From an optimization exercise on the open Yosys and OpenROAD flow, aimed at small area, a short achievable clock period and few clock cycles per item; shortcuts taken in it are not production practice.
Where RTL was checked, it was by simulation tests only, not by an equivalence proof against the original.

==> inputs of build 28 <==
Design alpha_compositor, start of the top module:
module alpha_compositor (
    input  wire         clk,
    input  wire         rst,         
    input  wire         cmd_valid,
    output wire         cmd_ready,
    input  wire [127:0] cmd,
    output reg          rsp_valid,
    input  wire         rsp_ready,
    output wire [47:0]  rsp
);
    function [31:0] csa;
        input [15:0] x;
        input [15:0] y;
        input [15:0] z;
        reg   [15:0] s;
        reg   [15:0] c;
        begin
            s   = x ^ y ^ z;
            c   = (x & y) | (x & z) | (y & z);
            csa = {c[14:0], 1'b0, s};
        end
    endfunction
    function [15:0] wsum;
        input [9:0] F;
        input [9:0] B;
        input [5:0] a;
        reg   [15:0] r0, r1, r2, r3, r4, r5;
        reg   [31:0] t1, t2, t3, t4;
        begin
            r0 = {6'd0, a[0] ? F : B};
            r1 = {5'd0, a[1] ? F : B, 1'd0};
            r2 = {4'd0, a[2] ? F : B, 2'd0};
            r3 = {3'd0, a[3] ? F : B, 3'd0};
            r4 = {2'd0, a[4] ? F : B, 4'd0};
            r5 = {1'd0, a[5] ? F : B, 5'd0};
            t1 = csa(r0, r1, r2);
            t2 = csa(r3, r4, r5);
            t3 = csa(t1[15:0], t1[31:16], t2[15:0]);
            t4 = csa(t3[15:0], t3[31:16], t2[31:16]);
            wsum = t4[15:0] + t4[31:16];
        end
    endfunction
    reg        ready_q;
    assign cmd_ready = ready_q;
    wire       accept = cmd_valid && ready_q;
    wire [7:0] cop = cmd[127:120];
    reg        v1;
    reg [7:0]  op1;
    reg [15:0] a0, a1;          
    reg [5:0]  a2;              
    reg        a2hi;            
    reg        xbad1;           
    reg        chan1, bch1, bpx1, use31;
    always @(posedge clk) begin
        op1   <= cop;
        a0    <= cmd[95:80];
        a1    <= cmd[79:64];
        a2    <= cmd[53:48];
        a2hi  <= cmd[63:54] != 10'd0;
        xbad1 <= (cmd[119:96] != 24'd0) || (cmd[47:0] != 48'd0);
        chan1 <= (cop == 8'h02) || (cop == 8'h04);
        bch1  <= (cop == 8'h04);
        bpx1  <= (cop == 8'h05);
        use31 <= (cop == 8'h04) || (cop == 8'h05);
        v1    <= accept && !rst;
    end
    wire is_nop  = op1 == 8'h00;
    wire is_sqrt = op1 == 8'h01;
  ...
clock: 33.0 ns
lec_check: 0
abc_area: 1
cap_margin: 20
core_margin: 2
core_utilization: 60
slew_margin: 70
standard.sh (not shown) runs the stock make flow with config.mk's settings and CLKGATE_MAP_FILE= SYNTH_SCRIPT=/design/flow/synth_recipe.tcl, a recipe that flattens the netlist after the stock synthesis.
==> flow/flow/run.sh <==
#!/bin/bash
# The standard layout, with sky130_fd_sc_hd__buf_2 as the buffer that
# buffer_ports puts on every input and output port.
set -euo pipefail
export BUFFER_PORTS_ARGS="-buffer_cell sky130_fd_sc_hd__buf_2"
bash standard.sh > standard_flow.log 2>&1
==> trial 79 (differences from build 28) <==
--- a/flow/design.v
+++ b/flow/design.v
@@ -181,45 +181,63 @@
     wire [1:0] h_cnt = cnt + {1'b0, v2};
     wire [1:0] occ_a = occ + {1'b0, accept};
     wire       t_rdy = (occ_a - {1'b0, have}) != 2'd3;
     wire       h_rdy = occ_a != 2'd3;
     wire [1:0] t_occ = occ_a - {1'b0, have};
-    wire [1:0] nk   = nxt[17:16];
-    wire       live = have && !fault;
-    wire       upd0 = live && (nk == 2'd1 || nk == 2'd2);
-    wire       upd1 = live && (nk == 2'd2);
-    wire       updf = live && (nk == 2'd3);
-    wire [15:0] r0n = (nk == 2'd2) ? {{7{dx[8]}}, dx} : nxt[15:0];
-    wire take = !rsp_valid || rsp_ready;
-    always @(posedge clk) begin
-        if (rst || (take && upd0)) res0 <= rst ? 16'd0 : r0n;
-    end
-    always @(posedge clk) begin
-        if (rst || (take && upd1)) res1 <= rst ? 9'd0 : dy;
-    end
-    always @(posedge clk) begin
-        if (rst || (take && updf)) begin
-            fault   <= !rst;
-            s_op    <= rst ? 8'd0 : nxt[9:2];
-            s_cause <= rst ? 2'd0 : nxt[1:0];
+    reg        t_fault;
+    reg [7:0]  t_op;
+    reg [1:0]  t_cause;
+    reg [15:0] t_res0;
+    reg [8:0]  t_res1;
+    always @(*) begin
+        t_fault = fault;
+        t_op    = s_op;
+        t_cause = s_cause;
+        t_res0  = res0;
+        t_res1  = res1;
+        if (have && !fault) begin
+            case (nxt[17:16])
+                2'd1: t_res0 = nxt[15:0];
+                2'd2: begin
+                    t_res0 = {{7{dx[8]}}, dx};
+                    t_res1 = dy;
+                end
+                2'd3: begin
+                    t_fault = 1'b1;
+                    t_op    = nxt[9:2];
+                    t_cause = nxt[1:0];
+                end
+                default: ;
+            endcase
         end
     end
+    wire take = !rsp_valid || rsp_ready;
     always @(posedge clk) begin
         if (rst) begin
             wp        <= 2'd0;
             rp        <= 2'd0;
             cnt       <= 2'd0;
             occ       <= 2'd0;
             ready_q   <= 1'b1;
             rsp_valid <= 1'b0;
+            fault     <= 1'b0;
+            s_op      <= 8'd0;
+            s_cause   <= 2'd0;
+            res0      <= 16'd0;
+            res1      <= 9'd0;
         end else if (take) begin
             wp        <= t_wp;
             rp        <= t_rp;
             cnt       <= t_cnt;
             occ       <= t_occ;
             ready_q   <= t_rdy;
             rsp_valid <= have;
+            fault     <= t_fault;
+            s_op      <= t_op;
+            s_cause   <= t_cause;
+            res0      <= t_res0;
+            res1      <= t_res1;
         end else begin
             wp        <= h_wp;
             cnt       <= h_cnt;
             occ       <= occ_a;
             ready_q   <= h_rdy;
- SLEW_MARGIN: 70 -> 20
==> comparison table <==
metric                                                                     trial 79                   build 28
Outcome                                                              finished clean             finished clean
Number of standard cells after synthesis                                      2,486                      2,439
Final-layout clock-cell area share                                            4.35%                      4.19%
Maximum single-stage delay on the critical path                             0.75 ns                    0.47 ns
Total length of routed wires                                              51,500 um                  50,800 um
Area share of and/or/nand/nor cells after synthesis                           22.1%                      22.7%
Number of inverters outside the clock class in the layout                       399                        398
Placer congestion estimate                                                    0.976                       1.04
Post-DP Area                                                           19,000 sq um               19,300 sq um
Global routing usage on met3                                                  3.48%                      4.77%
Vias per std cell                                                              5.72                       5.68
Placed cell count                                                             2,987                      2,953
Worst Setup SP                                                            rsp_ready      res1[8]$_SDFFCE_PP0P_
Max Clk Rate                                                                117 MHz                    128 MHz
Worst slack, placed                                                        24.01 ns                   25.09 ns
Post-synth top area cell                                   sky130_fd_sc_hd__dfxtp_1  sky130_fd_sc_hd__edfxtp_1
Final hold slack                                                           0.416 ns                   0.439 ns
Syn Std Cell Area                                                      17,900 sq um               17,900 sq um
Initial Utilization                                                           60.7%                      60.6%
Multi-input logic area                                                 11,400 sq um               11,300 sq um
Buffers & Inverters on Critical Path                                              4                          1
Testbench counts of trial 79, summed over its fixed seeds: cycles 18,018, items 18,000.
Only the layout flow was run in build 28; the RTL was not checked for function there.

## afterwards: timing with drivers on the ports
Ports are ideal in the flow. The routed layouts listed here were re-timed in OpenROAD.
Step 1: set_driving_cell puts a clkbuf_16 on clk and a buf_2 on each other input, an assumption about the parent block.
Step 2 adds t to the input delays and takes it off the output delays; t is the mean of the earliest and latest rising clock arrival at the registers after step 1. Input paths then give back, and output paths get back, about the clock's delay inside the block.
Three values: ideal ports, drivers, drivers and shift; two values: the first two.
run | t (ns) | setup WS [ns] | slew at the worst register clock pin (ns) | worst data-port slew with drivers (ns) | pins driven straight from the clock port
build 28 | 0.611 | 25.200 / 25.147 / 25.093 | 0.07 / 0.07 | 0.05 | 1
trial 79 | 0.581 | 24.453 / 24.483 / 23.902 | 0.07 / 0.07 | 0.07 | 1
After both steps every run listed still meets setup and hold. The setup slack of trial 79, which loses most, moves by +0.030 ns with the drivers and by -0.551 ns with both steps.
